From an optimization exercise on the open Yosys and OpenROAD flow, aimed at small area, a short achievable clock period and few clock cycles; shortcuts taken in it are not production practice. Where RTL was checked, it was by simulation tests only, not by an equivalence proof against the original. No functional check of the RTL was part of runs 1 to 4. No activity file was given, so power comes from the tool's default toggle rates.

## flow/run.sh

```bash
#!/bin/bash
# synth_recipe.tcl (not shown) runs the flow's synth.tcl, then flattens the netlist and writes it again
# the make line also repeats each setting of config.mk as NAME=value (left out here)
make -C /OpenROAD-flow-scripts/flow DESIGN_CONFIG=/design/flow/config.mk WORK_HOME=/design/flow/orfs CLKGATE_MAP_FILE= SYNTH_SCRIPT=/design/flow/synth_recipe.tcl finish
```

## flow/config.mk

```make
export PLATFORM = sky130hd
export DESIGN_NAME = lce
export DESIGN_NICKNAME = lce
export VERILOG_FILES = /design/flow/design.v
export SDC_FILE = /design/flow/constraint.sdc
export NUM_CORES = 4
export LEC_CHECK = 0
export ABC_CLOCK_PERIOD_IN_PS = 5000
export CAP_MARGIN = 20
export CORE_MARGIN = 2
export CORE_UTILIZATION = 50
export SETUP_SLACK_MARGIN = 5
export SLEW_MARGIN = 20
```

## flow/constraint.sdc

```tcl
create_clock -name core_clock -period 10.0 [get_ports {clk}]
set_input_delay 2.0000 -clock core_clock [delete_from_list [all_inputs] [get_ports {clk}]]
set_output_delay 2.0000 -clock core_clock [all_outputs]
set_load 0.01 [all_outputs]
```

## flow/design.v

```verilog
module lce #(
    parameter MAX_LEN = 64,
    parameter IDXW    = 8             
) (
    input  wire                    clk,
    input  wire                    rst,         
    input  wire                    in_valid,
    input  wire                    in_kind,     
    input  wire [15:0]             in_data,     
    output wire                    in_ready,
    output wire [7:0]              status,
    output wire [15:0]             flags,
    output wire [IDXW-1:0]         nbits,
    output wire [IDXW-1:0]         nsig,
    output wire [IDXW-1:0]         pal_start,
    output wire [IDXW-1:0]         pal_len,
    output wire [IDXW-1:0]         zr_start,
    output wire [IDXW-1:0]         zr_count,
    output wire [MAX_LEN-1:0]      bits_buf,
    output wire [4*MAX_LEN-1:0]    sig_buf
);
    localparam [1:0] ERR_INVSEL = 2'd1, ERR_CAP = 2'd2, ERR_PRECOND = 2'd3;
    localparam [1:0] M_TRK = 2'd0, M_B8ZS = 2'd1, M_HDB3 = 2'd2;
    reg [6:0]   nb_q;           
    reg [7:0]   ns_q;           
    reg [63:0]  q_q;            
    reg         par_q;          
    reg [127:0] sig_lo_q;       
    reg [63:0]  sig_hi_q;       
    reg         fault_q;
    reg [1:0]   err_q;
    reg [2:0]   sch_q;
    reg [1:0]   scr_q;
    reg         dbl_q, palv_q, zrv_q;
    reg [5:0]   zrs_q;
    reg [6:0]   zrc_q;
    reg         pend_q;
    reg         pc_q;
    reg [63:0]  p_q;            
    reg [6:0]   best_q;         
    reg [5:0]   pst_q;          
    reg [6:0]   d_q;            
    reg [6:0]   run_q;          
    reg [5:0]   rs_q;           
    reg [6:0]   bl_q;           
    reg [5:0]   bs_q;           
    reg [2:0]   g8l_q;          
    reg [5:0]   g8s_q;
    reg         oc_q;           
    reg         b0_q;           
    reg [1:0]   g4l_q;          
    reg [5:0]   g4s_q;
    reg         tbok_q;         
    reg         tsok_q;         
    reg         traw_q;
    reg         busy_q;
    reg [1:0]   mode_q;
    reg [6:0]   idx_q;
    reg [2:0]   zc_q;           
    reg         ss_q;           
    reg         soc_q;          
    reg [7:0]   pv_q;           
    wire [63:0] b = q_q ^ {q_q[62:0], 1'b0};      
    wire [255:0] sig;
    genvar k;
    generate for (k = 0; k < 64; k = k + 1) begin : g_sig
        assign sig[128 + 2*k]     = 1'b1;
        assign sig[128 + 2*k + 1] = sig_hi_q[k];
    end endgenerate
    assign sig[127:0] = sig_lo_q;
    assign in_ready  = ~busy_q;
    assign status    = {4'b0, err_q, fault_q, busy_q};
    assign flags     = {8'b0, zrv_q, palv_q, dbl_q, scr_q, sch_q};
    assign nbits     = {1'b0, nb_q};
    assign nsig      = ns_q;
    assign pal_start = {2'b0, pst_q};
    assign pal_len   = {1'b0, best_q};
    assign zr_start  = {2'b0, zrs_q};
    assign zr_count  = {1'b0, zrc_q};
    assign bits_buf  = b;
    assign sig_buf   = sig;
    wire [3:0] grp = in_data[15:12];
    wire [3:0] sel = in_data[11:8];
    wire       imm_zero = (in_data[7:0] == 8'd0);
    wire is_nop   = imm_zero && grp == 4'd0 && sel == 4'd0;
    wire is_clrb  = imm_zero && grp == 4'd0 && sel == 4'd1;
    wire is_enc   = imm_zero && grp == 4'd2 && sel <= 4'd4;
    wire is_snone = imm_zero && grp == 4'd3 && sel == 4'd0;
    wire is_scr   = imm_zero && grp == 4'd3 && (sel == 4'd1 || sel == 4'd2);
    wire is_apal  = imm_zero && grp == 4'd4 && sel == 4'd0;
    wire is_azrun = imm_zero && grp == 4'd4 && sel == 4'd1;
    wire cmd_valid = is_nop | is_clrb | is_enc | is_snone | is_scr | is_apal | is_azrun;
    wire scr_ok    = (sch_q == 3'd4) && (scr_q == 2'd0);
    wire acc      = in_valid & ~busy_q & ~fault_q;
    wire acc_push = acc & in_kind;
    wire acc_cmd  = acc & ~in_kind;
    wire push     = acc_push & ~nb_q[6];
    wire c        = in_data[0];
    wire f_cap    = acc_push & nb_q[6];
    wire f_inv    = acc_cmd & ~cmd_valid;
    wire f_pre    = acc_cmd & is_scr & ~scr_ok;
    wire do_clrb  = acc_cmd & is_clrb;
    wire do_enc   = acc_cmd & is_enc;
    wire do_apal  = acc_cmd & is_apal;
    wire scr_go   = acc_cmd & is_scr & scr_ok;
    wire az_go    = acc_cmd & is_azrun;
    wire need_trk = az_go & ~tsok_q & (sch_q == 3'd4);
    wire trk      = busy_q & (mode_q == M_TRK);
    wire scan     = busy_q & (mode_q != M_TRK);
    wire trk_done = trk & (idx_q == ns_q[6:0]);
    wire do_az    = (az_go & ~need_trk) | trk_done;
    wire [63:0] sz;
    generate for (k = 0; k < 64; k = k + 1) begin : g_sz
        assign sz[k] = sig_lo_q[2*k];
    end endgenerate
    wire [4:0] blk5 = idx_q[6:2];
    wire [3:0] blk  = idx_q[5:2];
    wire [7:0] bval = sig_lo_q[8*blk +: 8];     
    wire [3:0] bnz  = {bval[6], bval[4], bval[2], bval[0]};
    reg [2:0] n_zc;
    reg       n_s, n_oc, n_trig, n_bw;
    reg [1:0] n_tj;
    reg       n_vv, n_vb;
    integer j;
    always @* begin
        n_zc = zc_q; n_s = ss_q; n_oc = soc_q;
        n_trig = 1'b0; n_bw = 1'b0; n_tj = 2'd0; n_vv = 1'b0; n_vb = 1'b0;
        for (j = 0; j < 4; j = j + 1) begin
            if (bnz[j] || ({blk5, j[1:0]} >= ns_q)) begin
                n_zc = 3'd0;
                n_oc = ~n_oc;
            end else if (mode_q == M_B8ZS ? (n_zc == 3'd7) : (n_zc[1:0] == 2'd3)) begin
                n_trig = 1'b1;
                n_tj   = j[1:0];
                n_bw   = (mode_q == M_B8ZS) | ~n_oc;
                n_vv   = (mode_q == M_B8ZS) ? ~n_s : n_s;
                n_vb   = n_s;
                n_s    = ~n_s;
                n_oc   = 1'b0;
                n_zc   = 3'd0;
            end else begin
                n_zc = n_zc + 3'd1;
            end
        end
    end
    wire scan_last = ({blk5, 2'b00} >= ns_q);
    reg [15:0] nwin;
    always @* begin
        nwin = {bval, pv_q};
        if (n_trig) begin
            nwin[2*(4 + n_tj) +: 2] = {~n_vv, 1'b1};
            if (n_bw)
                nwin[2*(4 + n_tj - ((mode_q == M_B8ZS) ? 3'd2 : 3'd3)) +: 2] = {~n_vb, 1'b1};
        end
    end
    wire [5:0] tpos = nb_q[5:0];
    wire       tstep = pend_q | (trk & ~trk_done);
    wire       tz = trk ? ~bnz[idx_q[1:0]] : ~pc_q;
    wire [5:0] spos = trk ? idx_q[5:0] : nb_q[5:0] - 6'd1;    
    wire [7:0] hgt, heq, lge, leq;
    generate for (k = 0; k < 8; k = k + 1) begin : g_pre
        assign hgt[k] = (tpos[5:3] < k);
        assign heq[k] = (tpos[5:3] == k);
        assign lge[k] = (tpos[2:0] <= k);
        assign leq[k] = (tpos[2:0] == k);
    end endgenerate
    wire [63:0] tge, toh;
    generate for (k = 0; k < 64; k = k + 1) begin : g_dec
        assign tge[k] = ~nb_q[6] & (hgt[k/8] | (heq[k/8] & lge[k%8]));
        assign toh[k] = ~nb_q[6] & heq[k/8] & leq[k%8];
    end endgenerate
    wire [64:0] pe = {1'b1, p_q};
    wire [64:0] gm = {1'b1, 1'b1, tge[63:1]};
    wire [63:0] newp;
    generate for (k = 0; k < 64; k = k + 1) begin : g_pal
        assign newp[k] = pe[k+1] & (gm[k] | ~(b[k] ^ pc_q));
    end endgenerate
    wire [5:0] d6   = d_q[5:0];
    wire [5:0] d6m  = d6 - 6'd1;
    wire [65:0] npx  = {1'b0, newp, 1'b0};     
    wire [1:0] cpair = npx[d6 +: 2];
    wire cand1 = cpair[1];
    wire cand2 = cpair[0];
    wire [6:0] run1   = run_q + 7'd1;
    wire       trig4  = tz & (run_q[1:0] == 2'd3);
    wire [5:0] rs_n   = (run_q == 7'd0) ? spos : rs_q;
    function [8:0] ev8;              
        input [5:0] s;
        input [6:0] r;
        if (r[6:3] == 4'd0)        ev8 = {r[2:0], s};
        else if (r[2:0] > 3'd5)    ev8 = {r[2:0], s + {r[5:3], 3'b000}};
        else                       ev8 = {3'd5, s};
    endfunction
    function [7:0] ev4;              
        input [5:0] s;
        input [6:0] r;
        input       b0;
        if (r[6:2] == 5'd0)        ev4 = {r[1:0], s};
        else if (!b0)              ev4 = {2'd3, s};
        else if (r[1:0] == 2'd3)   ev4 = {2'd3, s + {r[5:2], 2'b00}};
        else                       ev4 = {2'd2, s + 6'd1};
    endfunction
    wire [8:0] e8 = ev8(rs_q, run_q);
    wire [7:0] e4 = ev4(rs_q, run_q, b0_q);
    wire       e8w = e8[8:6] > g8l_q;
    wire       e4w = e4[7:6] > g4l_q;
    wire [2:0] esch = sel[2:0];
    wire       e_b  = (esch == 3'd0);           
    wire       e_db = (esch == 3'd2) | (esch == 3'd3);
    wire       e_mb = (esch == 3'd2);           
    wire       e_am = (esch == 3'd4);
    wire [127:0] enc_lo;
    wire [63:0]  enc_hi;
    generate for (k = 0; k < 128; k = k + 1) begin : g_enc
        wire xd = (k[0] ? 1'b0 : 1'b1) ^ (e_mb ? b[k/2] : q_q[k/2]);
        if (k < 64) begin : g_lo
            wire xs = e_b ? b[k] : q_q[k];
            wire x  = e_db ? xd : xs;
            wire nz = ~e_am | b[k];
            assign enc_lo[2*k +: 2] = {~x & nz, nz};
        end else begin : g_hi
            assign enc_hi[k-64] = ~xd;
        end
    end endgenerate
    wire [15:0] wblk;                           
    generate for (k = 0; k < 16; k = k + 1) begin : g_wb
        assign wblk[k] = scan & (blk5 == k + 1);
    end endgenerate
    generate for (k = 0; k < 64; k = k + 1) begin : g_st
        wire wlo = do_enc | wblk[k/4];
        wire [1:0] dlo = do_enc ? enc_lo[2*k +: 2] : nwin[2*(k%4) +: 2];
        always @(posedge clk) begin
            if (tge[k])
                q_q[k] <= par_q ^ c;
            if (wlo)
                sig_lo_q[2*k +: 2] <= dlo;
            if (do_enc)
                sig_hi_q[k] <= enc_hi[k];
        end
    end endgenerate
    always @(posedge clk) begin
        if (rst) begin
            nb_q    <= 7'd0;
            ns_q    <= 8'd0;
            par_q   <= 1'b0;
            fault_q <= 1'b0;
            err_q   <= 2'd0;
            sch_q   <= 3'd7;
            scr_q   <= 2'd0;
            dbl_q   <= 1'b0;
            palv_q  <= 1'b0;
            zrv_q   <= 1'b0;
            zrs_q   <= 6'd0;
            zrc_q   <= 7'd0;
            pend_q  <= 1'b0;
            pc_q    <= 1'b0;
            p_q     <= {64{1'b1}};
            best_q  <= 7'd0;
            pst_q   <= 6'd0;
            d_q     <= 7'd0;
            run_q   <= 7'd0;
            rs_q    <= 6'd0;
            bl_q    <= 7'd0;
            bs_q    <= 6'd0;
            g8l_q   <= 3'd0;
            g8s_q   <= 6'd0;
            oc_q    <= 1'b0;
            b0_q    <= 1'b0;
            g4l_q   <= 2'd0;
            g4s_q   <= 6'd0;
            tbok_q  <= 1'b1;
            tsok_q  <= 1'b0;
            traw_q  <= 1'b0;
            busy_q  <= 1'b0;
            mode_q  <= M_TRK;
            idx_q   <= 7'd0;
            zc_q    <= 3'd0;
            ss_q    <= 1'b1;
            soc_q   <= 1'b0;
        end else begin
            if (f_cap) begin
                fault_q <= 1'b1;
                err_q   <= ERR_CAP;
            end
            if (f_inv) begin
                fault_q <= 1'b1;
                err_q   <= ERR_INVSEL;
            end
            if (f_pre) begin
                fault_q <= 1'b1;
                err_q   <= ERR_PRECOND;
            end
            pend_q <= push;
            if (push) begin
                par_q  <= par_q ^ c;
                pc_q   <= c;
                nb_q   <= nb_q + 7'd1;
                palv_q <= 1'b0;
                tsok_q <= 1'b0;
            end
            if (pend_q) begin
                p_q    <= newp;
                if (cand2) begin
                    best_q <= best_q + 7'd2;
                    pst_q  <= d6m;
                    d_q    <= d_q - 7'd1;
                end else if (cand1) begin
                    best_q <= best_q + 7'd1;
                    pst_q  <= d6;
                end else begin
                    d_q    <= d_q + 7'd1;
                end
            end
            if (tstep) begin
                if (tz) begin
                    run_q <= run1;
                    rs_q  <= rs_n;
                    if (run1 > bl_q) begin
                        bl_q <= run1;
                        bs_q <= rs_n;
                    end
                    if (run_q == 7'd0)
                        b0_q <= ~oc_q;
                    if (trig4)
                        oc_q <= 1'b0;
                end else begin
                    run_q <= 7'd0;
                    oc_q  <= ~oc_q;
                    if (e8w) begin
                        g8l_q <= e8[8:6];
                        g8s_q <= e8[5:0];
                    end
                    if (e4w) begin
                        g4l_q <= e4[7:6];
                        g4s_q <= e4[5:0];
                    end
                end
            end
            if (do_clrb) begin
                nb_q   <= 7'd0;
                par_q  <= 1'b0;
                palv_q <= 1'b0;
                p_q    <= {64{1'b1}};
                best_q <= 7'd0;
                pst_q  <= 6'd0;
                d_q    <= 7'd0;
            end
            if (do_clrb || need_trk) begin
                run_q  <= 7'd0;
                rs_q   <= 6'd0;
                bl_q   <= 7'd0;
                bs_q   <= 6'd0;
                g8l_q  <= 3'd0;
                g8s_q  <= 6'd0;
                oc_q   <= 1'b0;
                b0_q   <= 1'b0;
                g4l_q  <= 2'd0;
                g4s_q  <= 6'd0;
                tbok_q <= do_clrb;
                tsok_q <= 1'b0;
            end
            if (need_trk) begin
                busy_q <= 1'b1;
                mode_q <= M_TRK;
                idx_q  <= 7'd0;
            end
            if (trk && !trk_done)
                idx_q <= idx_q + 7'd1;
            if (trk_done) begin
                busy_q <= 1'b0;
                tsok_q <= 1'b1;
                traw_q <= 1'b1;
            end
            if (do_apal)
                palv_q <= 1'b1;
            if (do_enc) begin
                ns_q   <= e_db ? {nb_q, 1'b0} : {1'b0, nb_q};
                sch_q  <= esch;
                scr_q  <= 2'd0;
                dbl_q  <= e_db;
                zrv_q  <= 1'b0;
                tsok_q <= tbok_q;
                traw_q <= 1'b0;
            end
            if (scr_go) begin
                busy_q <= 1'b1;
                mode_q <= sel[1] ? M_HDB3 : M_B8ZS;
                idx_q  <= 7'd0;
                zc_q   <= 3'd0;
                ss_q   <= 1'b1;
                soc_q  <= 1'b0;
            end
            if (scan) begin
                zc_q  <= n_zc;
                ss_q  <= n_s;
                soc_q <= n_oc;
                pv_q  <= nwin[15:8];
                idx_q <= idx_q + 7'd4;
                if (scan_last) begin
                    busy_q <= 1'b0;
                    scr_q  <= (mode_q == M_B8ZS) ? 2'd1 : 2'd2;
                    zrv_q  <= 1'b0;
                    traw_q <= 1'b0;
                end
            end
            if (do_az) begin
                zrv_q <= 1'b1;
                if (sch_q != 3'd4) begin
                    zrs_q <= 6'd0;
                    zrc_q <= 7'd0;
                end else if (traw_q || scr_q == 2'd0) begin
                    zrs_q <= bs_q;
                    zrc_q <= bl_q;
                end else if (scr_q == 2'd1) begin
                    zrs_q <= e8w ? e8[5:0] : g8s_q;
                    zrc_q <= {4'd0, e8w ? e8[8:6] : g8l_q};
                end else begin
                    zrs_q <= e4w ? e4[5:0] : g4s_q;
                    zrc_q <= {5'd0, e4w ? e4[7:6] : g4l_q};
                end
            end
        end
    end
endmodule
```

==> results.py, run 1 <==
metrics = {
    "run_status": {
        "outcome": "complete, no violations",
    },
    "finish": {
        "fillCellCount": 4760,
        "drive_gt1_frac": 0.148,
        "fin_util": 0.636,
        "antenna_cells": 0,
        "nNetsFinal": 3681,
        "area.growth.synth_to_final_pct": 25.9,
        "final_cells": 4398,
    },
    "timing": {
        "fin_ws_ps": 3730,
        "timing.fmax_ghz": 0.159,
        "finalSetupViolCount": 0,
        "rsz0062_at_grt": "true",
        "period_share": 0.627,
        "worst_slew_pin_slew_ps": 1230,
        "min_period_ps": 6270,
        "hold_viol_final": 0,
        "slew_headroom": 0.171,
        "finalSetupTns_ps": 0,
        "slew_violations": 0,
        "skew_ps": 18.7,
    },
    "die": {
        "die-width_microns": 245,
        "die_h_microns": 245,
        "start_util": 0.505,
        "io-pin-count": 413,
        "dieArea_sq_mm": 0.0601,
        "core_area_sq_mm": 0.0576,
        "rows": 88,
    },
    "setup_path": {
        "cp_data_required_time_ps": 10430,
        "cp_max_fo": 8,
        "critPathArrivalTime_ps": 6700,
        "cp-end-kind": "flip-flop",
        "worst-r2r-cell-count": 32,
        "crit_path_top_delay_cell": "or4_4",
        "critical_path_class": "flip-flop to flip-flop",
        "path_common_cell": "buf_4",
        "cp-start-kind": "flip-flop",
        "worst_path_largest_cell_delay_ps": 540,
    },
    "yosys": {
        "synth-xor-area-share": 0.0821,
        "synth_top_family_by_area": "compound AO/OA/AOI/OAI gates",
        "synth_edf_count": 264,
        "synth_common_cells": "nand2_1, nor2_1, o21ai_0",
        "synth_top_area_cell": "edfxtp_1",
        "yosysUniqueCellTypes": 98,
        "synth_fa_ha_area_frac": 0.0309,
        "synthSimpleGateAreaFrac": 0.174,
        "synth_flop_cell": "edfxtp_1",
        "synth_area_sq_mm": 0.0291,
        "ys_warn_count": 1,
        "ys_seq_area_frac": 0.401,
        "synthCells": 3323,
        "muxShareOfSynthArea": 0.0491,
        "synth_top_area_frac": 0.273,
        "yosysMostFrequentCell": "nand2_1",
        "ys_async_sr_fraction": 0,
        "synth-compound-area-share": 0.187,
        "synth-seq-cells": 450,
        "avgSynthCellArea_sq_um": 8.75,
        "synth.area.top_cells": "edfxtp_1, dfxtp_1, nand2_1, o21ai_0, xor2_1",
    },
    "cts": {
        "cts.sinks": 450,
        "clk_pin_slew_ps": 60,
        "cts_root_buf": "clkbuf_16",
        "htreeDepth": 2,
        "cts_buffers": 51,
        "clk_path_buf_depth": 3,
        "holdBufCountCts": 0,
        "clock_latency_ps": 620,
        "cts_tree": "built",
    },
    "drt": {
        "drt_iter0_drc": 4177,
        "drc": 0,
        "drtAntennaViolNets": 0,
        "vias_per_cell": 6.36,
        "drt_first_pass_iters": 8,
        "drt_wl_total_microns": 122000,
        "wire_per_inst_microns": 27.6,
        "vias": 28000,
    },
    "global_routing": {
        "use_met3": 0.0810,
        "grt.busiest_layer": "met2",
        "grt_pass1_vias": 26000,
        "grt_usage": 0.390,
        "met2_usage": 0.587,
        "grt-ovfl-total": 0,
        "antenna_found_initial": 0,
        "grt_pass1_wl_microns": 174000,
        "grt.met1_usage": 0.524,
        "grt_start_max_net_pins": 89,
    },
    "placement": {
        "dp.cells": 4194,
        "routabilityCongestion": 1.03,
        "port_buffers": 329,
        "dp_slack_ps": 2170,
        "dp_hpwl_microns": 89300,
    },
    "power": {
        "peakVddDrop_mv": 0.156,
        "power_density_mw_per_mm2": 132,
        "power.leakage_uw": 0.0134,
        "p_total_uw": 4820,
    },
    "min_path": {
        "min_path_cells": 2,
        "hold_path_class": "flip-flop to flip-flop",
    },
    "flow_run": {
        "maxCapViolCount": 0,
    },
}
worst max-delay path: cells and delay by family (launching register included):
kind / cells / cell delay (ps)
buffers and inverters: 14 / 1840
AOI/OAI and AO/OA: 8 / 1540
and+or+nand+nor: 6 / 1460
adders and majority gates: 3 / 540
DFF: 1 / 430
muxes: 1 / 220
path summary, 6_finish.rpt:
path	start	end	slack (ps)
worst min register to register	zrs_q[3]	zrs_q[3]	450
worst min-delay path	zrs_q[3]	zrs_q[3]	450
worst max register to register	idx_q[5]	sig_lo_q[117]	3730
worst max-delay path	idx_q[5]	sig_lo_q[117]	3730
cell families (layout without fill, tap and decap cells):
kind of cell | count (synthesis) | in the layout
and+or+nand+nor | 1115 | 1116
DFF | 450 | 450
buffers and inverters | 492 | 718
muxes | 96 | 96
adders and majority gates | 70 | 70
AOI/OAI and AO/OA | 847 | 849
other | 2 | 83
xor gates and xnor gates | 251 | 251
final cells by class:
class	instances	area [sq um]	area share
timing repair buffer	496	4920	0.134
tap	765	957	0.0261
clock inverter	33	310	0.00847
timing repair inverter	1	5.00	0.000137
sequential	450	11700	0.319
multi-input combinational	2465	16900	0.461
clock buffer	62	1350	0.0368
inverter	126	515	0.0141
flip-flops by register name (all words and copies together), names as in the netlist, 7 cells and up:
signal,cells
sig_lo_q,128
best_q,7
nb_q,7
ns_q,8
idx_q,7
q_q,64
pv_q,8
bl_q,7
p_q,62
sig_hi_q,64
zrc_q,7
run_q,7
through the flow:
| stage | hold WS (ps) | cell area, sq um |
|---|---|---|
| 3_5_place_dp | 437 | 32800 |
| 4_1_cts | 446 | 35900 |
| 2_1_floorplan | 423 | 29900 |
| 3_3_place_gp | 432 | 32800 |
| 5_1_grt | 465 | 36600 |
| 6_report | 453 | 36600 |
layer usage:
metal,vias up,part of all wire,wire length (microns)
met5,-,0,0
met4,0,0.063,7670
met3,390,0.12,14100
met2,1991,0.44,53200
met1,13400,0.38,46600
li1,12200,-,-
cell usage in the layout (no fill, tap or decap), drive strengths merged, types with 16 or more instances in the layout:
cell           netlist  final
nor3                50     50
and2                26     26
o21ai              303    304
mux2i               55     55
a31oi               17     17
nor2               309    309
nand4               25     25
inv                124    124
a211oi              41     41
nand3               77     77
nand2              433    434
xnor2               84     84
or2                 18     18
a41oi               22     22
and3                38     38
nor2b               39     39
ha                  67     67
conb                 2     83
a21o                27     28
clkdlybuf4s50        0    327
o22ai               27     27
edfxtp             264    264
a311oi              32     32
or3                 16     16
o211ai              40     40
nand2b              41     41
xor2               154    154
dfxtp              186    186
clkinv               2     23
a21oi              185    185
mux4                36     36
clkbuf             235     64
buf                131    164
repair_timing:
item / CTS / global route
pin swaps: 42 / 48
resized for setup: 149 / 118
buffers inserted: 79 / 18
cloned: 8 / 4
endpoints found under the setup margin: 231 / 175
report_power, final:
group	internal [uW]	total, uW	switching (uW)
Combinational	298	800	503
Clock	1090	1890	804
Sequential	2010	2130	120
Total	3390	4820	1430
==> inputs of run 2 (changes only) <==
--- a/flow/design.v
+++ b/flow/design.v
@@ -20,7 +20,7 @@
     output wire [4*MAX_LEN-1:0]    sig_buf
 );
     localparam [1:0] ERR_INVSEL = 2'd1, ERR_CAP = 2'd2, ERR_PRECOND = 2'd3;
-    localparam [1:0] M_TRK = 2'd0, M_B8ZS = 2'd1, M_HDB3 = 2'd2;
+    localparam [1:0] M_TRK = 2'd0, M_B8ZS = 2'd1, M_HDB3 = 2'd2, M_ENC = 2'd3;
     reg [6:0]   nb_q;           
     reg [7:0]   ns_q;           
     reg [63:0]  q_q;            
@@ -60,6 +60,10 @@
     reg         ss_q;           
     reg         soc_q;          
     reg [7:0]   pv_q;           
+    reg [6:0]   rem_q;          
+    reg [2:0]   esch_q;         
+    reg         clrp_q;         
+    reg         clrt_q;         
     wire [63:0] b = q_q ^ {q_q[62:0], 1'b0};      
     wire [255:0] sig;
     genvar k;
@@ -100,14 +104,15 @@
     wire f_inv    = acc_cmd & ~cmd_valid;
     wire f_pre    = acc_cmd & is_scr & ~scr_ok;
     wire do_clrb  = acc_cmd & is_clrb;
-    wire do_enc   = acc_cmd & is_enc;
+    wire enc_go   = acc_cmd & is_enc;
     wire do_apal  = acc_cmd & is_apal;
     wire scr_go   = acc_cmd & is_scr & scr_ok;
     wire az_go    = acc_cmd & is_azrun;
     wire need_trk = az_go & ~tsok_q & (sch_q == 3'd4);
     wire trk      = busy_q & (mode_q == M_TRK);
-    wire scan     = busy_q & (mode_q != M_TRK);
-    wire trk_done = trk & (idx_q == ns_q[6:0]);
+    wire scan     = busy_q & (mode_q == M_B8ZS | mode_q == M_HDB3);
+    wire do_enc   = busy_q & (mode_q == M_ENC);
+    wire trk_done = trk & ~clrt_q & (idx_q == ns_q[6:0]);
     wire do_az    = (az_go & ~need_trk) | trk_done;
     wire [63:0] sz;
     generate for (k = 0; k < 64; k = k + 1) begin : g_sz
@@ -117,44 +122,35 @@
     wire [3:0] blk  = idx_q[5:2];
     wire [7:0] bval = sig_lo_q[8*blk +: 8];     
     wire [3:0] bnz  = {bval[6], bval[4], bval[2], bval[0]};
-    reg [2:0] n_zc;
-    reg       n_s, n_oc, n_trig, n_bw;
-    reg [1:0] n_tj;
-    reg       n_vv, n_vb;
-    integer j;
-    always @* begin
-        n_zc = zc_q; n_s = ss_q; n_oc = soc_q;
-        n_trig = 1'b0; n_bw = 1'b0; n_tj = 2'd0; n_vv = 1'b0; n_vb = 1'b0;
-        for (j = 0; j < 4; j = j + 1) begin
-            if (bnz[j] || ({blk5, j[1:0]} >= ns_q)) begin
-                n_zc = 3'd0;
-                n_oc = ~n_oc;
-            end else if (mode_q == M_B8ZS ? (n_zc == 3'd7) : (n_zc[1:0] == 2'd3)) begin
-                n_trig = 1'b1;
-                n_tj   = j[1:0];
-                n_bw   = (mode_q == M_B8ZS) | ~n_oc;
-                n_vv   = (mode_q == M_B8ZS) ? ~n_s : n_s;
-                n_vb   = n_s;
-                n_s    = ~n_s;
-                n_oc   = 1'b0;
-                n_zc   = 3'd0;
-            end else begin
-                n_zc = n_zc + 3'd1;
-            end
-        end
-    end
-    wire scan_last = ({blk5, 2'b00} >= ns_q);
-    reg [15:0] nwin;
-    always @* begin
-        nwin = {bval, pv_q};
-        if (n_trig) begin
-            nwin[2*(4 + n_tj) +: 2] = {~n_vv, 1'b1};
-            if (n_bw)
-                nwin[2*(4 + n_tj - ((mode_q == M_B8ZS) ? 3'd2 : 3'd3)) +: 2] = {~n_vb, 1'b1};
-        end
-    end
+    wire       m8 = (mode_q == M_B8ZS);
+    wire [3:0] msk = {rem_q > 7'd3, rem_q > 7'd2, rem_q > 7'd1, rem_q > 7'd0};
+    wire [3:0] z   = ~bnz & msk;                
+    wire [3:0] az  = {&z[3:0], &z[2:0], &z[1:0], z[0]};
+    wire [3:0] tj;                              
+    generate for (k = 0; k < 4; k = k + 1) begin : g_tj
+        assign tj[k] = az[k] & (zc_q == (m8 ? 3'd7 - k : 3'd3 - k));
+    end endgenerate
+    wire       n_trig = |tj;
+    wire       n_bw   = m8 | ~soc_q;
+    wire       n_vv   = m8 ? ~ss_q : ss_q;
+    wire       n_vb   = ss_q;
+    wire       n_s    = ss_q ^ n_trig;
+    wire [2:0] tz0    = z[3] ? (z[2] ? (z[1] ? 3'd3 : 3'd2) : 3'd1) : 3'd0;
+    wire [2:0] n_zc   = az[3] ? (tj[0] ? 3'd3 : tj[1] ? 3'd2 : tj[2] ? 3'd1 : tj[3] ? 3'd0 : zc_q + 3'd4)
+                              : tz0;
+    wire [3:0] nzf    = ~z;
+    wire       n_oc   = tj[0] ? ^nzf[3:1] : tj[1] ? ^nzf[3:2] : tj[2] ? nzf[3] : tj[3] ? 1'b0
+                              : soc_q ^ (^nzf);
+    wire scan_last = (rem_q == 7'd0);
+    wire [7:0] wv = {tj, 4'b0000};              
+    wire [7:0] wb = n_bw ? (m8 ? {2'b00, tj, 2'b00} : {3'b000, tj, 1'b0}) : 8'd0;
+    wire [15:0] win = {bval, pv_q};
+    wire [15:0] nwin;
+    generate for (k = 0; k < 8; k = k + 1) begin : g_win
+        assign nwin[2*k +: 2] = wv[k] ? {~n_vv, 1'b1} : wb[k] ? {~n_vb, 1'b1} : win[2*k +: 2];
+    end endgenerate
     wire [5:0] tpos = nb_q[5:0];
-    wire       tstep = pend_q | (trk & ~trk_done);
+    wire       tstep = pend_q | (trk & ~clrt_q & ~trk_done);
     wire       tz = trk ? ~bnz[idx_q[1:0]] : ~pc_q;
     wire [5:0] spos = trk ? idx_q[5:0] : nb_q[5:0] - 6'd1;    
     wire [7:0] hgt, heq, lge, leq;
@@ -204,7 +200,7 @@
     wire [7:0] e4 = ev4(rs_q, run_q, b0_q);
     wire       e8w = e8[8:6] > g8l_q;
     wire       e4w = e4[7:6] > g4l_q;
-    wire [2:0] esch = sel[2:0];
+    wire [2:0] esch = esch_q;
     wire       e_b  = (esch == 3'd0);           
     wire       e_db = (esch == 3'd2) | (esch == 3'd3);
     wire       e_mb = (esch == 3'd2);           
@@ -277,6 +273,9 @@
             zc_q    <= 3'd0;
             ss_q    <= 1'b1;
             soc_q   <= 1'b0;
+            esch_q  <= 3'd0;
+            clrp_q  <= 1'b0;
+            clrt_q  <= 1'b0;
         end else begin
             if (f_cap) begin
                 fault_q <= 1'b1;
@@ -336,16 +335,20 @@
                     end
                 end
             end
+            clrp_q <= do_clrb;
             if (do_clrb) begin
                 nb_q   <= 7'd0;
                 par_q  <= 1'b0;
                 palv_q <= 1'b0;
+                tsok_q <= 1'b0;
+            end
+            if (clrp_q) begin
                 p_q    <= {64{1'b1}};
                 best_q <= 7'd0;
                 pst_q  <= 6'd0;
                 d_q    <= 7'd0;
             end
-            if (do_clrb || need_trk) begin
+            if (clrp_q || (trk && clrt_q)) begin
                 run_q  <= 7'd0;
                 rs_q   <= 6'd0;
                 bl_q   <= 7'd0;
@@ -356,15 +359,17 @@
                 b0_q   <= 1'b0;
                 g4l_q  <= 2'd0;
                 g4s_q  <= 6'd0;
-                tbok_q <= do_clrb;
-                tsok_q <= 1'b0;
+                tbok_q <= clrp_q;
             end
             if (need_trk) begin
                 busy_q <= 1'b1;
                 mode_q <= M_TRK;
                 idx_q  <= 7'd0;
+                clrt_q <= 1'b1;
             end
-            if (trk && !trk_done)
+            if (trk && clrt_q)
+                clrt_q <= 1'b0;
+            if (trk && !clrt_q && !trk_done)
                 idx_q <= idx_q + 7'd1;
             if (trk_done) begin
                 busy_q <= 1'b0;
@@ -373,7 +378,13 @@
             end
             if (do_apal)
                 palv_q <= 1'b1;
+            if (enc_go) begin
+                busy_q <= 1'b1;
+                mode_q <= M_ENC;
+                esch_q <= sel[2:0];
+            end
             if (do_enc) begin
+                busy_q <= 1'b0;
                 ns_q   <= e_db ? {nb_q, 1'b0} : {1'b0, nb_q};
                 sch_q  <= esch;
                 scr_q  <= 2'd0;
@@ -389,12 +400,14 @@
                 zc_q   <= 3'd0;
                 ss_q   <= 1'b1;
                 soc_q  <= 1'b0;
+                rem_q  <= ns_q[6:0];
             end
             if (scan) begin
                 zc_q  <= n_zc;
                 ss_q  <= n_s;
                 soc_q <= n_oc;
                 pv_q  <= nwin[15:8];
+                rem_q <= (rem_q > 7'd4) ? rem_q - 7'd4 : 7'd0;
                 idx_q <= idx_q + 7'd4;
                 if (scan_last) begin
                     busy_q <= 1'b0;
==> results.py, run 2 <==
metrics = {
    "placement": {
        "dp.cells": 3986,
        "routabilityCongestion": 1.01,
        "port_buffers": 329,
        "dp_hpwl_microns": 76100,
        "dpl_cell_area_sq_mm": 0.0316,
    },
    "timing": {
        "period_share": 0.488,
        "rsz0062_at_grt": "false",
        "skew_ps": 16.8,
        "finalSetupViolCount": 0,
        "slew_violations": 0,
        "min_period_ps": 4880,
        "slew_headroom": 0.259,
        "finalSetupTns_ps": 0,
        "worst_slew_pin_slew_ps": 1110,
        "hold_viol_final": 0,
        "timing.fmax_ghz": 0.205,
    },
    "finish": {
        "drive_gt1_frac": 0.0736,
        "mostFrequentLayoutCell": "nand2_1",
        "multiInputGateArea_sq_mm": 0.0147,
        "final_cells": 4085,
        "final_cell_area_sq_mm": 0.0335,
        "nNetsFinal": 3354,
        "reg_top3": "sig_lo_q (128), q_q (64), sig_hi_q (64)",
        "largest_reg_flops": 128,
        "regMostFlops": "sig_lo_q",
        "register_area_sq_mm": 0.0120,
        "final_cell_mix": "nand2_1, clkdlybuf4s50_1, nor2_1",
        "fillCellCount": 4929,
        "area.growth.synth_to_final_pct": 18.2,
    },
    "die": {
        "start_util": 0.504,
        "io-pin-count": 413,
        "rows": 87,
        "dieArea_sq_mm": 0.0586,
        "die-width_microns": 242,
        "core_area_sq_mm": 0.0562,
        "die_h_microns": 242,
    },
    "cts": {
        "clk_path_buf_depth": 3,
        "clock_latency_ps": 610,
        "cts_tree": "built",
        "post_cts_buffers": 0,
        "clk_pin_slew_ps": 60,
        "holdBufCountCts": 0,
        "cts_buffers": 52,
        "cts_root_buf": "clkbuf_16",
        "htreeDepth": 2,
        "cts.sinks": 462,
    },
    "drt": {
        "drtAntennaViolNets": 0,
        "vias_per_cell": 6.11,
        "drc": 0,
        "drt_wl_total_microns": 102000,
        "wire_per_inst_microns": 25.1,
        "drt_first_pass_iters": 6,
        "vias": 24900,
        "drt_iter0_drc": 3135,
    },
    "yosys": {
        "avgSynthCellArea_sq_um": 9.05,
        "synth_top_area_frac": 0.287,
        "synthCells": 3129,
        "synth-seq-cells": 462,
        "ys_warn_count": 1,
        "synth_flop_cell": "edfxtp_1",
        "synth_edf_count": 271,
        "ys_async_sr_fraction": 0,
        "yosysMostFrequentCell": "nand2_1",
        "synth.area.top_cells": "edfxtp_1, dfxtp_1, nand2_1, nor2_1, o21ai_0",
        "synth_area_sq_mm": 0.0283,
        "yosysUniqueCellTypes": 94,
        "synth_common_cells": "nand2_1, nor2_1, edfxtp_1",
        "ys_seq_area_frac": 0.422,
        "synth_top_area_cell": "edfxtp_1",
    },
    "global_routing": {
        "grt_pass1_wl_microns": 151000,
        "grt_start_max_net_pins": 95,
        "grt_usage": 0.338,
        "antenna_found_initial": 2,
        "grt_pass1_vias": 23100,
        "grt-ovfl-total": 0,
    },
    "setup_path": {
        "cp-end-kind": "flip-flop",
        "critPathArrivalTime_ps": 5350,
        "cp-start-kind": "flip-flop",
        "cp_max_fo": 10,
        "cp_data_required_time_ps": 10470,
        "critical_path_class": "flip-flop to flip-flop",
    },
    "power": {
        "power_density_mw_per_mm2": 148,
        "peakVddDrop_mv": 0.140,
        "power.leakage_uw": 0.0123,
    },
    "flow_run": {
        "maxCapViolCount": 0,
    },
    "run_status": {
        "outcome": "complete, no violations",
    },
    "min_path": {
        "hold_path_class": "flip-flop to flip-flop",
    },
}
-- run 2: where the power goes --
part           switching, uW  total, uW  internal [uW]  leakage (uW)
Combinational            463        762            299       0.00729
Sequential               119       2170           2050       0.00409
Clock                    813       2020           1210      0.000894
-- run 2: worst paths after layout --
path / to / startpoint / cells after the start / slack (ps)
worst max-delay path: d_q[5] / q_q[45] / 18 / 5120
worst min-delay path: tbok_q / tbok_q / 2 / 450
worst max register to register: d_q[5] / q_q[45] / 18 / 5120
worst min register to register: tbok_q / tbok_q / 2 / 450
-- run 2: stage by stage --
step | setup slack [ps] | hold slack, ps | utilization | total power, uW
4_1_cts | 5060 | 451 | 0.594 | 4950
5_1_grt | 5010 | 479 | 0.596 | 5090
3_3_place_gp | 4880 | 438 | 0.562 | 2930
3_5_place_dp | 4750 | 441 | 0.562 | 2940
2_1_floorplan | 5490 | 423 | - | 2610
6_report | 5120 | 447 | 0.596 | 4960
-- run 2: per-layer routing --
layer	vias up	track usage	wire, microns
li1	11200	-	-
met1	12100	0.497	44200
met2	1458	0.498	44500
met3	196	0.0692	10500
met4	4	0.108	3320
met5	-	0	21
-- run 2: layout make-up --
| cell class | count | share of cell area |
|---|---|---|
| antenna | 1 | 0.0000748 |
| inverter | 97 | 0.0110 |
| multi-input combinational | 2287 | 0.438 |
| sequential | 462 | 0.358 |
| tap | 756 | 0.0283 |
| timing repair buffer | 384 | 0.111 |
| clock inverter | 24 | 0.00987 |
| clock buffer | 74 | 0.0441 |
-- run 2: logic make-up after synthesis --
kind of cell | synth area share
xor+xnor | 0.0819
mux | 0.0593
other cells | 0.000265
flops | 0.422
buf+inv | 0.0750
fa+ha+maj | 0.0229
simple gates | 0.172
compound gates | 0.167
-- run 2: worst max-delay path, cell delays in order (launching register included) --
cell,delay (ps)
edfxtp_1,720
xor2_1,840
xnor2_1,200
o21ai_1,130
mux4_2,490
a211o_1,320
o211a_1,160
nand2b_4,200
nor2_8,190
ha_1,250
a21o_1,180
a21oi_1,220
nor2b_1,70
o21ai_0,160
nand2b_1,100
and2_1,180
mux2i_1,130
a21o_1,130
a21oi_1,50
-- run 2: repair_timing --
action / CTS / global route
endpoints found under the setup margin: 1 / 2
resized for setup: 3 / 24
endpoints found under the hold margin: 0 / 0
==> inputs of run 3 (changes only) <==
--- a/flow/design.v
+++ b/flow/design.v
@@ -26,7 +26,7 @@
     reg [63:0]  q_q;            
     reg         par_q;          
     reg [127:0] sig_lo_q;       
-    reg [63:0]  sig_hi_q;       
+    reg [31:0]  sig_hi_q;       
     reg         fault_q;
     reg [1:0]   err_q;
     reg [2:0]   sch_q;
@@ -69,7 +69,7 @@
     genvar k;
     generate for (k = 0; k < 64; k = k + 1) begin : g_sig
         assign sig[128 + 2*k]     = 1'b1;
-        assign sig[128 + 2*k + 1] = sig_hi_q[k];
+        assign sig[128 + 2*k + 1] = sig_hi_q[k/2] ^ k[0];
     end endgenerate
     assign sig[127:0] = sig_lo_q;
     assign in_ready  = ~busy_q;
@@ -166,10 +166,9 @@
         assign toh[k] = ~nb_q[6] & heq[k/8] & leq[k%8];
     end endgenerate
     wire [64:0] pe = {1'b1, p_q};
-    wire [64:0] gm = {1'b1, 1'b1, tge[63:1]};
     wire [63:0] newp;
     generate for (k = 0; k < 64; k = k + 1) begin : g_pal
-        assign newp[k] = pe[k+1] & (gm[k] | ~(b[k] ^ pc_q));
+        assign newp[k] = pe[k+1] & ~(b[k] ^ pc_q);
     end endgenerate
     wire [5:0] d6   = d_q[5:0];
     wire [5:0] d6m  = d6 - 6'd1;
@@ -206,16 +205,15 @@
     wire       e_mb = (esch == 3'd2);           
     wire       e_am = (esch == 3'd4);
     wire [127:0] enc_lo;
-    wire [63:0]  enc_hi;
-    generate for (k = 0; k < 128; k = k + 1) begin : g_enc
+    wire [31:0]  enc_hi;
+    generate for (k = 0; k < 64; k = k + 1) begin : g_enc
         wire xd = (k[0] ? 1'b0 : 1'b1) ^ (e_mb ? b[k/2] : q_q[k/2]);
-        if (k < 64) begin : g_lo
-            wire xs = e_b ? b[k] : q_q[k];
-            wire x  = e_db ? xd : xs;
-            wire nz = ~e_am | b[k];
-            assign enc_lo[2*k +: 2] = {~x & nz, nz};
-        end else begin : g_hi
-            assign enc_hi[k-64] = ~xd;
+        wire xs = e_b ? b[k] : q_q[k];
+        wire x  = e_db ? xd : xs;
+        wire nz = ~e_am | b[k];
+        assign enc_lo[2*k +: 2] = {~x & nz, nz};
+        if (k >= 32) begin : g_hi
+            assign enc_hi[k-32] = e_mb ? b[k] : q_q[k];
         end
     end endgenerate
     wire [15:0] wblk;                           
@@ -227,11 +225,14 @@
         wire [1:0] dlo = do_enc ? enc_lo[2*k +: 2] : nwin[2*(k%4) +: 2];
         always @(posedge clk) begin
             if (tge[k])
-                q_q[k] <= par_q ^ c;
+                q_q[k] <= (k[0] == nb_q[0]) ? par_q ^ c : par_q;
             if (wlo)
                 sig_lo_q[2*k +: 2] <= dlo;
-            if (do_enc)
-                sig_hi_q[k] <= enc_hi[k];
+        end
+        if (k >= 32) begin : g_hs
+            always @(posedge clk)
+                if (do_enc)
+                    sig_hi_q[k-32] <= enc_hi[k-32];
         end
     end endgenerate
     always @(posedge clk) begin
==> results.py, run 3 <==
metrics = {
    "run_status": {
        "outcome": "complete, no violations",
    },
    "setup_path": {
        "reg2reg_to": "d_q[5]",
        "worst_path_largest_cell_delay_ps": 870,
        "rrSetupSlack_ps": 5250,
        "cp-start-kind": "flip-flop",
        "worst-r2r-cell-count": 16,
        "crit-reg2reg-launch": "d_q[0]",
        "crit_family": "flip-flops",
        "cp_max_fo": 8,
        "critPathArrivalTime_ps": 2790,
        "path_buf_inv": 1,
        "path_cells": "xor2_1 > clkdlybuf4s50_1",
        "crit_path_top_delay_cell": "edfxtp_1",
        "cp-end-kind": "primary output",
        "critical_path_class": "flip-flop to primary output",
        "cp_data_required_time_ps": 8000,
    },
    "global_routing": {
        "antenna_found_initial": 4,
        "grt_usage": 0.358,
        "grt_pass1_wl_microns": 150000,
        "grt-ovfl-total": 0,
        "grt_start_max_net_pins": 96,
        "grt_pass1_vias": 22400,
    },
    "min_path": {
        "min_path_cells": 2,
        "hold_path_class": "flip-flop to flip-flop",
        "hold_path_end": "tbok_q",
        "min_from": "tbok_q",
    },
    "yosys": {
        "muxShareOfSynthArea": 0.0583,
        "synth_top_family_by_area": "simple AND/OR/NAND/NOR gates",
        "synthCells": 3021,
        "synth_fa_ha_area_frac": 0.0241,
        "ys_warn_count": 1,
        "synth_area_sq_mm": 0.0269,
        "ys_async_sr_fraction": 0,
        "synth-compound-area-share": 0.162,
        "synth.area.top_cells": "edfxtp_1, dfxtp_1, nand2_1, o21ai_0, nor2_1",
        "synth-xor-area-share": 0.0993,
        "synth_top_area_frac": 0.267,
        "synth_flop_cell": "edfxtp_1",
        "yosysMostFrequentCell": "nand2_1",
        "synth_top_area_cell": "edfxtp_1",
        "yosysUniqueCellTypes": 76,
        "synth-seq-cells": 431,
        "synth_common_cells": "nand2_1, o21ai_0, nor2_1",
        "synthSimpleGateAreaFrac": 0.168,
        "ys_seq_area_frac": 0.410,
        "synth_edf_count": 239,
        "avgSynthCellArea_sq_um": 8.90,
    },
    "timing": {
        "rsz0062_at_grt": "false",
        "timing.fmax_ghz": 0.209,
        "finalSetupViolCount": 0,
        "min_period_ps": 4790,
        "hold_viol_final": 0,
        "skew_ps": 17.4,
        "finalSetupTns_ps": 0,
        "fin_ws_ps": 5210,
        "slew_violations": 0,
        "slew_headroom": 0.204,
        "worst_slew_pin_slew_ps": 1180,
        "period_share": 0.479,
    },
    "drt": {
        "drt_iter0_drc": 3413,
        "wire_per_inst_microns": 26.0,
        "drc": 0,
        "vias": 24300,
        "drt_wl_total_microns": 102000,
        "drtAntennaViolNets": 0,
        "drt_first_pass_iters": 7,
        "vias_per_cell": 6.18,
    },
    "cts": {
        "cts_tree": "built",
        "clock_latency_ps": 600,
        "clk_path_buf_depth": 3,
        "cts_resized": 0,
        "cts.sinks": 431,
        "post_cts_buffers": 0,
        "clk_pin_slew_ps": 60,
        "cts_buffers": 49,
        "holdBufCountCts": 0,
        "cts_root_buf": "clkbuf_16",
        "htreeDepth": 2,
    },
    "finish": {
        "reg_top3": "sig_lo_q (128), q_q (64), p_q (63)",
        "mostFrequentLayoutCell": "nand2_1",
        "nNetsFinal": 3263,
        "fillCellCount": 4731,
        "drive_gt1_frac": 0.0789,
        "regMostFlops": "sig_lo_q",
        "area.growth.synth_to_final_pct": 18.6,
        "final_cell_mix": "nand2_1, clkdlybuf4s50_1, o21ai_0",
        "fin_util": 0.596,
        "largest_reg_flops": 128,
    },
    "placement": {
        "routabilityCongestion": 0.993,
        "dp_hpwl_microns": 75000,
        "dp_slack_ps": 5350,
        "port_buffers": 329,
    },
    "die": {
        "die_h_microns": 236,
        "rows": 85,
        "start_util": 0.503,
        "io-pin-count": 413,
        "dieArea_sq_mm": 0.0557,
        "die-width_microns": 236,
        "core_area_sq_mm": 0.0535,
    },
    "flow_run": {
        "maxCapViolCount": 0,
    },
    "power": {
        "power.leakage_uw": 0.0121,
        "power_density_mw_per_mm2": 161,
        "p_total_uw": 5130,
        "peakVddDrop_mv": 0.125,
    },
}
-- run 3: cell types whose count changed in the layout (fill, tap and decap cells not counted), moves of 17 or more --
| cell | before | now |
|---|---|---|
| nor2_1 | 327 | 275 |
| edfxtp_1 | 271 | 239 |
| nor3b_1 | 59 | 10 |
| xnor3_1 | 6 | 40 |
| nor3_1 | 36 | 55 |
| mux2i_1 | 65 | 33 |
| a311o_1 | 17 | 0 |
| xor2_1 | 123 | 90 |
| mux2_2 | 4 | 22 |
| nand2_1 | 380 | 441 |
| o21ai_0 | 236 | 279 |
| o31ai_1 | 30 | 10 |
-- run 3: worst max-delay path by stage --
stage / to / slack, ps / from / cells past startpoint
final: bits_buf[42] / 5210 / q_q[41] / 2
after global routing: d_q[5] / 5000 / d_q[0] / 16
after CTS: bits_buf[32] / 5250 / q_q[32] / 3
after detailed placement: idx_q[3] / 5350 / in_data[0] / 9
after global placement: idx_q[3] / 5360 / in_data[2] / 9
after floorplan: idx_q[3] / 5980 / in_data[2] / 8
-- run 3: logic make-up (layout without fill, tap and decap cells) --
family          after synthesis  after routing
xor+xnor                    242            242
other cells                   2             84
simple gates               1029           1029
buf+inv                     452            583
compound gates              716            716
fa+ha+maj                    50             50
mux                          99             99
flops                       431            431
-- run 3: power breakdown --
part           internal (uW)  switching, uW
sequential              1930            173
clock                   1190            785
combinational            452            603
total                   3570           1560
-- run 3: worst reg2reg max path, cell delays in order, from the launching register on --
cell      delay, ps
dfxtp_1         300
buf_4           440
inv_2           320
nor3_1          940
a221oi_1        190
o211a_1         200
a311oi_1        600
a211oi_4        170
ha_1            330
a21o_1          170
a21oi_1         220
nor2b_1          70
o21ai_0         150
nand2b_1        110
a21oi_1         130
a31oi_1          60
o32ai_1         260
-- run 3: final cells by class --
type | count | area, sq um | area share
clock inverters | 30 | 389 | 0.0122
inverters | 107 | 403 | 0.0126
clock buffers | 61 | 1340 | 0.0421
multi-input cells | 2219 | 14100 | 0.444
well taps | 696 | 871 | 0.0273
repair buffers | 385 | 3710 | 0.116
diodes | 1 | 2.50 | 0.0000784
flip-flops and latches | 431 | 11000 | 0.346
-- run 3: layer usage --
metal / vias to the layer above / track usage / share of wire
met5: - / 0 / 0.00036
met4: 6 / 0.155 / 0.048
met3: 268 / 0.0778 / 0.11
met2: 1488 / 0.536 / 0.43
met1: 11800 / 0.500 / 0.41
li1: 10700 / - / -
-- run 3: stage by stage --
stage | cells | instance area, sq um | hold WS, ps
after floorplan | 3102 | 27200 | 423
after global placement | 3833 | 30100 | 435
after detailed placement | 3835 | 30100 | 453
after CTS | 3926 | 31900 | 462
after global routing | 3930 | 31900 | 483
final | 3930 | 31900 | 466
==> inputs of run 4 (changes only) <==
==> flow/flow/run.sh (new file) <==
#!/bin/bash
set -euo pipefail
bash standard.sh SETUP_SLACK_MARGIN=6.5 finish > standard_make.log 2>&1
==> flow/standard.sh (new file) <==
#!/bin/bash
# synth_recipe.tcl (not shown) runs the flow's synth.tcl, then flattens the netlist and writes it again
# the make line also repeats each setting of config.mk as NAME=value (left out here)
make -C /OpenROAD-flow-scripts/flow DESIGN_CONFIG=/design/flow/config.mk WORK_HOME=/design/flow/orfs CLKGATE_MAP_FILE= SYNTH_SCRIPT=/design/flow/synth_recipe.tcl "${@:-finish}"
--- a/flow/config.mk
+++ b/flow/config.mk
@@ -9,5 +9,4 @@
 export CAP_MARGIN = 20
 export CORE_MARGIN = 2
 export CORE_UTILIZATION = 50
-export SETUP_SLACK_MARGIN = 5
 export SLEW_MARGIN = 20
removed: flow/run.sh
==> results.py, run 4 <==
metrics = {
    "setup_path": {
        "path_common_cell": "buf_6",
        "crit-reg2reg-launch": "q_q[36]",
        "cp_max_fo": 3,
        "crit_family": "buffers and inverters",
        "crit_path_top_delay_cell": "edfxtp_1",
        "path_buf_inv": 4,
        "cp-start-kind": "flip-flop",
        "worstSetupStartpoint": "q_q[61]",
        "critical_path_class": "flip-flop to primary output",
        "cp-end-kind": "primary output",
        "path_cells": "buf_6 > buf_4 > buf_6 > xor2_4 > buf_6",
        "worst_path_largest_cell_delay_ps": 370,
        "critPathArrivalTime_ps": 1770,
        "cp_data_required_time_ps": 8000,
    },
    "global_routing": {
        "grt_pass1_vias": 24800,
        "grt_usage": 0.396,
        "grt-ovfl-total": 0,
        "antenna_found_initial": 2,
        "grt_pass1_wl_microns": 164000,
        "grt_start_max_net_pins": 119,
    },
    "cts": {
        "cts_root_buf": "clkbuf_16",
        "clk_path_buf_depth": 3,
        "cts.sinks": 431,
        "cts_buffers": 47,
        "holdBufCountCts": 0,
        "clk_pin_slew_ps": 60,
        "htreeDepth": 2,
        "cts_tree": "built",
        "clock_latency_ps": 610,
    },
    "yosys": {
        "synth_top_area_cell": "edfxtp_1",
        "yosysMostFrequentCell": "nand2_1",
        "synth_top_area_frac": 0.267,
        "ys_async_sr_fraction": 0,
        "avgSynthCellArea_sq_um": 8.90,
        "synth_area_sq_mm": 0.0269,
        "synth-seq-cells": 431,
        "ys_warn_count": 1,
        "ys_seq_area_frac": 0.410,
        "synth.area.top_cells": "edfxtp_1, dfxtp_1, nand2_1, o21ai_0, nor2_1",
        "synthCells": 3021,
        "synth_edf_count": 239,
        "yosysUniqueCellTypes": 76,
        "synth_common_cells": "nand2_1, o21ai_0, nor2_1",
        "synth_flop_cell": "edfxtp_1",
    },
    "die": {
        "die_h_microns": 236,
        "start_util": 0.503,
        "rows": 85,
        "die-width_microns": 236,
        "core_area_sq_mm": 0.0535,
        "dieArea_sq_mm": 0.0557,
        "io-pin-count": 413,
    },
    "timing": {
        "slew_headroom": 0.229,
        "fin_ws_ps": 6230,
        "timing.fmax_ghz": 0.265,
        "rsz0062_at_grt": "true",
        "worst_slew_pin_slew_ps": 1150,
        "finalSetupTns_ps": 0,
        "min_period_ps": 3770,
        "period_share": 0.377,
        "finalSetupViolCount": 0,
        "skew_ps": 23.4,
        "slew_violations": 0,
        "hold_viol_final": 0,
    },
    "drt": {
        "vias_per_cell": 6.21,
        "drtAntennaViolNets": 0,
        "drc": 0,
        "drt_first_pass_iters": 6,
        "wire_per_inst_microns": 26.4,
        "drt_iter0_drc": 3670,
        "drt_wl_total_microns": 114000,
        "vias": 26800,
    },
    "power": {
        "p_int_uw": 3820,
        "p_clk_frac": 0.330,
        "peakVddDrop_mv": 0.144,
        "p_seq_frac": 0.354,
        "power.leakage_uw": 0.0155,
        "p_comb_frac": 0.316,
        "p_sw_uw": 1770,
        "power_density_mw_per_mm2": 149,
        "swShare": 0.317,
    },
    "finish": {
        "antenna_cells": 0,
        "regMostFlops": "sig_lo_q",
        "final_cell_mix": "nand2_1, buf_4, nor2_1",
        "reg_top3": "sig_lo_q (128), q_q (64), p_q (63)",
        "nNetsFinal": 3659,
        "fin_util": 0.702,
        "mostFrequentLayoutCell": "nand2_1",
        "area.growth.synth_to_final_pct": 39.6,
        "largest_reg_flops": 128,
        "drive_gt1_frac": 0.264,
    },
    "flow_run": {
        "maxCapViolCount": 0,
    },
    "min_path": {
        "hold_path_class": "flip-flop to flip-flop",
        "min_from": "zrs_q[5]",
    },
    "placement": {
        "dp_slack_ps": 5200,
        "routabilityCongestion": 1.01,
        "port_buffers": 329,
        "dp_hpwl_microns": 74300,
    },
    "run_status": {
        "outcome": "complete, no violations",
    },
}
-- run 4: kinds of logic (layout without fill, tap and decap cells) --
logic type / after synthesis / after routing / synth area share
AND/OR/NAND/NOR: 1029 / 1031 / 0.168
AO/OA/AOI/OAI: 716 / 719 / 0.162
buffers and inverters: 452 / 973 / 0.0778
flip-flops: 431 / 431 / 0.410
XOR/XNOR: 242 / 242 / 0.0993
multiplexers: 99 / 99 / 0.0583
adder cells (fa/ha/maj): 50 / 50 / 0.0241
other: 2 / 83 / 0.000279
-- run 4: final timing paths --
| kind | endpoint | slack, ps | depth (start not counted) |
|---|---|---|---|
| setup reg to reg | d_q[5] | 6260 | 17 |
| setup / recovery | bits_buf[62] | 6230 | 5 |
| hold / removal | zrs_q[5] | 450 | 2 |
| hold reg to reg | zrs_q[5] | 450 | 2 |
-- run 4: timing repair --
action,4_1_cts,5_1_grt
pin swaps,100,97
buffers inserted,326,72
endpoints found under the setup margin,506,251
resized for setup,840,242
gates cloned,11,1
-- run 4: layout make-up --
cell class                 instances  area (sq um)
tap                              696           871
fill                            4090         15900
clock inverter                    28           307
multi-input combinational       2224         16300
clock buffer                      60          1310
inverter                         107           418
timing repair buffer             778          7240
sequential                       431         11100
-- run 4: through the flow --
| stage | power, uW | hold slack, ps | cell area, sq um | cells |
|---|---|---|---|---|
| after floorplan | 2750 | 423 | 27600 | 3102 |
| final | 5590 | 455 | 37500 | 4324 |
| after detailed placement | 3170 | 452 | 30400 | 3826 |
| after global placement | 3160 | 439 | 30300 | 3826 |
| after CTS | 5410 | 460 | 36100 | 4251 |
| after global routing | 5730 | 473 | 37500 | 4324 |
-- run 4: per-layer routing --
metal  global-route usage  vias up  part of all wire
met1                0.534    12900              0.38
met5                    0        -           0.00035
met3                0.100      402              0.12
li1                     -    11600                 -
met4                0.191        2             0.059
met2                0.596     1985              0.44
-- run 4: worst register-to-register path, delay by kind of cell, from the launching register on --
| kind | cells | cell delay (ps) |
|---|---|---|
| and+or+nand+nor | 2 | 190 |
| buffers and inverters | 2 | 470 |
| DFF | 1 | 330 |
| AOI/OAI and AO/OA | 11 | 1980 |
| xor gates and xnor gates | 1 | 380 |
| adders and majority gates | 1 | 300 |
-- run 4: power groups by stage --
stage	Sequential, uW	Combinational [uW]	Clock [uW]
CTS	1970	1580	1850
finish	1980	1760	1850
floorplan	1990	766	0
global placement	2150	1010	0
global route	1980	1830	1920
detailed placement	2150	1020	0
==> inputs of run 5 (changes only) <==
--- a/flow/design.v
+++ b/flow/design.v
@@ -23,8 +23,7 @@
     localparam [1:0] M_TRK = 2'd0, M_B8ZS = 2'd1, M_HDB3 = 2'd2, M_ENC = 2'd3;
     reg [6:0]   nb_q;           
     reg [7:0]   ns_q;           
-    reg [63:0]  q_q;            
-    reg         par_q;          
+    reg [63:0]  b_q;            
     reg [127:0] sig_lo_q;       
     reg [31:0]  sig_hi_q;       
     reg         fault_q;
@@ -64,7 +63,25 @@
     reg [2:0]   esch_q;         
     reg         clrp_q;         
     reg         clrt_q;         
-    wire [63:0] b = q_q ^ {q_q[62:0], 1'b0};      
+    wire [63:0] b = b_q;
+    function [63:0] prefix_xor;
+        input [63:0] x;
+        integer lv, j;
+        reg [63:0] t;
+        begin
+            t = x;
+            for (lv = 0; lv < 6; lv = lv + 1)
+                for (j = 0; j < 64; j = j + 1)
+                    if (((j + 1) % (2 << lv)) == 0)
+                        t[j] = t[j] ^ t[j - (1 << lv)];
+            for (lv = 4; lv >= 0; lv = lv - 1)
+                for (j = 0; j < 64; j = j + 1)
+                    if (((j + 1) % (2 << lv)) == (1 << lv) && j >= (2 << lv))
+                        t[j] = t[j] ^ t[j - (1 << lv)];
+            prefix_xor = t;
+        end
+    endfunction
+    wire [63:0] q_q = prefix_xor(b_q);
     wire [255:0] sig;
     genvar k;
     generate for (k = 0; k < 64; k = k + 1) begin : g_sig
@@ -225,7 +242,7 @@
         wire [1:0] dlo = do_enc ? enc_lo[2*k +: 2] : nwin[2*(k%4) +: 2];
         always @(posedge clk) begin
             if (tge[k])
-                q_q[k] <= (k[0] == nb_q[0]) ? par_q ^ c : par_q;
+                b_q[k] <= c;
             if (wlo)
                 sig_lo_q[2*k +: 2] <= dlo;
         end
@@ -239,7 +256,6 @@
         if (rst) begin
             nb_q    <= 7'd0;
             ns_q    <= 8'd0;
-            par_q   <= 1'b0;
             fault_q <= 1'b0;
             err_q   <= 2'd0;
             sch_q   <= 3'd7;
@@ -292,7 +308,6 @@
             end
             pend_q <= push;
             if (push) begin
-                par_q  <= par_q ^ c;
                 pc_q   <= c;
                 nb_q   <= nb_q + 7'd1;
                 palv_q <= 1'b0;
@@ -339,7 +354,6 @@
             clrp_q <= do_clrb;
             if (do_clrb) begin
                 nb_q   <= 7'd0;
-                par_q  <= 1'b0;
                 palv_q <= 1'b0;
                 tsok_q <= 1'b0;
             end
==> flow/run.sh (new file) <==
#!/bin/bash
# synth_recipe.tcl (not shown) runs the flow's synth.tcl, then flattens the netlist and writes it again
# the make line also repeats each setting of config.mk as NAME=value (left out here)
make -C /OpenROAD-flow-scripts/flow DESIGN_CONFIG=/design/flow/config.mk WORK_HOME=/design/flow/orfs CLKGATE_MAP_FILE= SYNTH_SCRIPT=/design/flow/synth_recipe.tcl finish
--- a/flow/config.mk
+++ b/flow/config.mk
@@ -9,4 +9,5 @@
 export CAP_MARGIN = 20
 export CORE_MARGIN = 2
 export CORE_UTILIZATION = 50
+export SETUP_SLACK_MARGIN = 5
 export SLEW_MARGIN = 20
removed: flow/flow/run.sh
removed: flow/standard.sh
==> results.py, run 5 <==
metrics = {
    "placement": {
        "dp.cells": 3728,
        "dp_hpwl_microns": 76800,
        "routabilityCongestion": 1.01,
        "dpl_cell_area_sq_mm": 0.0300,
        "port_buffers": 329,
    },
    "die": {
        "dieArea_sq_mm": 0.0553,
        "die_h_microns": 235,
        "rows": 84,
        "start_util": 0.507,
        "io-pin-count": 413,
        "core_area_sq_mm": 0.0527,
        "die-width_microns": 235,
    },
    "timing": {
        "finalSetupViolCount": 0,
        "slew_headroom": 0.265,
        "rsz0062_at_grt": "false",
        "worst_slew_pin_slew_ps": 1090,
        "slew_violations": 0,
        "period_share": 0.474,
        "skew_ps": 24.0,
        "min_period_ps": 4740,
        "finalSetupTns_ps": 0,
        "timing.fmax_ghz": 0.211,
        "hold_viol_final": 0,
    },
    "setup_path": {
        "cp_data_required_time_ps": 10510,
        "crit_path_top_delay_cell": "dfxtp_4",
        "reg2reg_to": "d_q[5]",
        "critical_path_class": "flip-flop to flip-flop",
        "path_buf_inv": 1,
        "rrSetupSlack_ps": 5260,
        "path_common_cell": "a21o_1",
        "cp-end-kind": "flip-flop",
        "path_cells": "buf_6 > xnor2_1 > nand2_1 > mux4_2 > mux2_2 > mux2i_1 > mux4_2 > ha_1 > a21o_1 > a21o_1 > a21o_1 > a21oi_1 > xnor2_1 > a31oi_1 > a311oi_1",
        "crit_family": "multiplexers",
        "crit-reg2reg-launch": "pc_q",
        "worst-r2r-cell-count": 15,
        "critPathArrivalTime_ps": 5250,
        "cp_max_fo": 38,
        "cp-start-kind": "flip-flop",
        "worst_path_largest_cell_delay_ps": 750,
    },
    "yosys": {
        "synth_common_cells": "nand2_1, nor2_1, o21ai_0",
        "synth_top_area_frac": 0.269,
        "yosysUniqueCellTypes": 83,
        "synth-seq-cells": 430,
        "synth_edf_count": 239,
        "ys_seq_area_frac": 0.412,
        "synth_area_sq_mm": 0.0267,
        "ys_async_sr_fraction": 0,
        "synth_top_area_cell": "edfxtp_1",
        "synth_flop_cell": "edfxtp_1",
        "ys_warn_count": 1,
        "yosysMostFrequentCell": "nand2_1",
        "synth.area.top_cells": "edfxtp_1, dfxtp_1, xnor2_1, nand2_1, mux4_2",
        "synthCells": 2909,
        "avgSynthCellArea_sq_um": 9.18,
    },
    "drt": {
        "drc": 0,
        "drt_first_pass_iters": 6,
        "drt_wl_total_microns": 104000,
        "vias_per_cell": 6.28,
        "wire_per_inst_microns": 27.3,
        "drtAntennaViolNets": 0,
        "vias": 24000,
        "drt_iter0_drc": 3003,
    },
    "power": {
        "p_total_uw": 5920,
        "power_density_mw_per_mm2": 187,
        "peakVddDrop_mv": 0.216,
        "power.leakage_uw": 0.0115,
    },
    "finish": {
        "final_cells": 3818,
        "largest_reg_flops": 128,
        "fin_util": 0.600,
        "area.growth.synth_to_final_pct": 18.4,
        "regMostFlops": "sig_lo_q",
        "final_cell_mix": "nand2_1, clkdlybuf4s50_1, nor2_1",
        "reg_top3": "sig_lo_q (128), b_q (64), p_q (63)",
        "mostFrequentLayoutCell": "nand2_1",
        "drive_gt1_frac": 0.0831,
        "nNetsFinal": 3161,
        "final_cell_area_sq_mm": 0.0316,
        "antenna_cells": 0,
    },
    "global_routing": {
        "grt_start_max_net_pins": 83,
        "grt_usage": 0.363,
        "grt-ovfl-total": 0,
        "grt_pass1_vias": 22000,
        "grt_pass1_wl_microns": 150000,
        "antenna_found_initial": 6,
    },
    "min_path": {
        "min_from": "tbok_q",
        "min_path_cells": 2,
        "hold_path_end": "tbok_q",
        "hold_path_class": "flip-flop to flip-flop",
    },
    "cts": {
        "post_cts_buffers": 0,
        "cts.sinks": 430,
        "cts_root_buf": "clkbuf_16",
        "clock_latency_ps": 610,
        "cts_buffers": 48,
        "htreeDepth": 2,
        "clk_path_buf_depth": 3,
        "clk_pin_slew_ps": 60,
        "cts_tree": "built",
    },
    "run_status": {
        "outcome": "complete, no violations",
    },
    "flow_run": {
        "maxCapViolCount": 0,
    },
}
==> run 5: per-layer routing <==
metal | GRT usage | vias to the layer above | share of wire | routed length, microns
li1 | - | 10500 | - | -
met1 | 0.503 | 11600 | 0.40 | 41200
met2 | 0.551 | 1628 | 0.44 | 46200
met3 | 0.0755 | 267 | 0.11 | 11700
met4 | 0.155 | 2 | 0.047 | 4930
met5 | 0 | - | 0.00012 | 12
==> run 5: worst max path at each step <==
stage	start	endpoint	slack (ps)	cells after the start
finish	pc_q	d_q[5]	5260	15
detailed placement	d_q[3]	d_q[5]	5040	14
global route	pc_q	d_q[5]	5030	15
floorplan	in_kind	idx_q[4]	5900	9
CTS	d_q[3]	d_q[5]	5050	14
global placement	d_q[3]	d_q[5]	5060	14
==> run 5: through the flow <==
stage          worst slack, ps  hold slack [ps]
2_1_floorplan             5900              423
3_3_place_gp              5060              432
3_5_place_dp              5040              437
4_1_cts                   5050              447
5_1_grt                   5030              483
6_report                  5260              449
==> run 5: logic make-up after synthesis <==
| logic type | Yosys count | synth area share |
|---|---|---|
| other | 2 | 0.000281 |
| xor gates and xnor gates | 271 | 0.105 |
| and+or+nand+nor | 895 | 0.147 |
| DFF | 430 | 0.412 |
| AOI/OAI and AO/OA | 712 | 0.162 |
| adders and majority gates | 50 | 0.0243 |
| buffers and inverters | 427 | 0.0762 |
| muxes | 122 | 0.0734 |
==> run 5: worst reg2reg max path: stages, from the launching register on <==
cell and delay, ps:
dfxtp_4 750, buf_6 460, xnor2_1 200, nand2_1 130, mux4_2 470, mux2_2 280, mux2i_1 210, mux4_2 520
ha_1 310, a21o_1 170, a21o_1 190, a21o_1 170, a21oi_1 260, xnor2_1 150, a31oi_1 90, a311oi_1 270
==> run 5: report_power, final <==
| part | switching [uW] | internal [uW] |
|---|---|---|
| combinational | 1200 | 769 |
| clock | 777 | 1090 |
| sequential | 94.5 | 2000 |
| total | 2070 | 3860 |
==> run 5: area by class of cell <==
class                           count  area [sq um]
Tap cell                          688           861
Timing Repair Buffer              385          3710
Sequential cell                   430         11000
Clock buffer                       60          1280
Multi-Input combinational cell   2133         14000
Clock inverter                     29           353
Fill cell                        4624         21000
Inverter                           93           354
==> run 5: timing repair <==
item,in CTS,in global routing
endpoints found under the setup margin,0,14
resized for setup,0,4
hold buffers,0,0
Testbench counts of run 5, summed over its fixed seeds: cycles 18,203.

## what the ideal ports hide
The results above use ideal ports. As a check the final layouts listed here were re-extracted and re-timed, cells and wires unchanged. Step 1, drivers: a clkbuf_16 drives clk and a buf_2 each remaining input, both assumed. Step 2 times the ports against the registers' clock, not the clock port: input delays grow and output delays shrink by t, the midpoint of the rising clock arrivals with the driver on. Slacks: no drivers / after step 1 / after step 2; pairs: no drivers / after step 1.
run | t (ns) | setup slack, ns
run 1 | 0.669 | 3.728 / 3.728 / 3.728
run 2 | 0.669 | 5.123 / 5.067 / 4.710
run 3 | 0.659 | 5.208 / 5.146 / 5.251
run 4 | 0.663 | 6.228 / 6.163 / 5.961
run 5 | 0.659 | 5.260 / 5.260 / 5.014
After both steps every run listed still meets setup and hold.
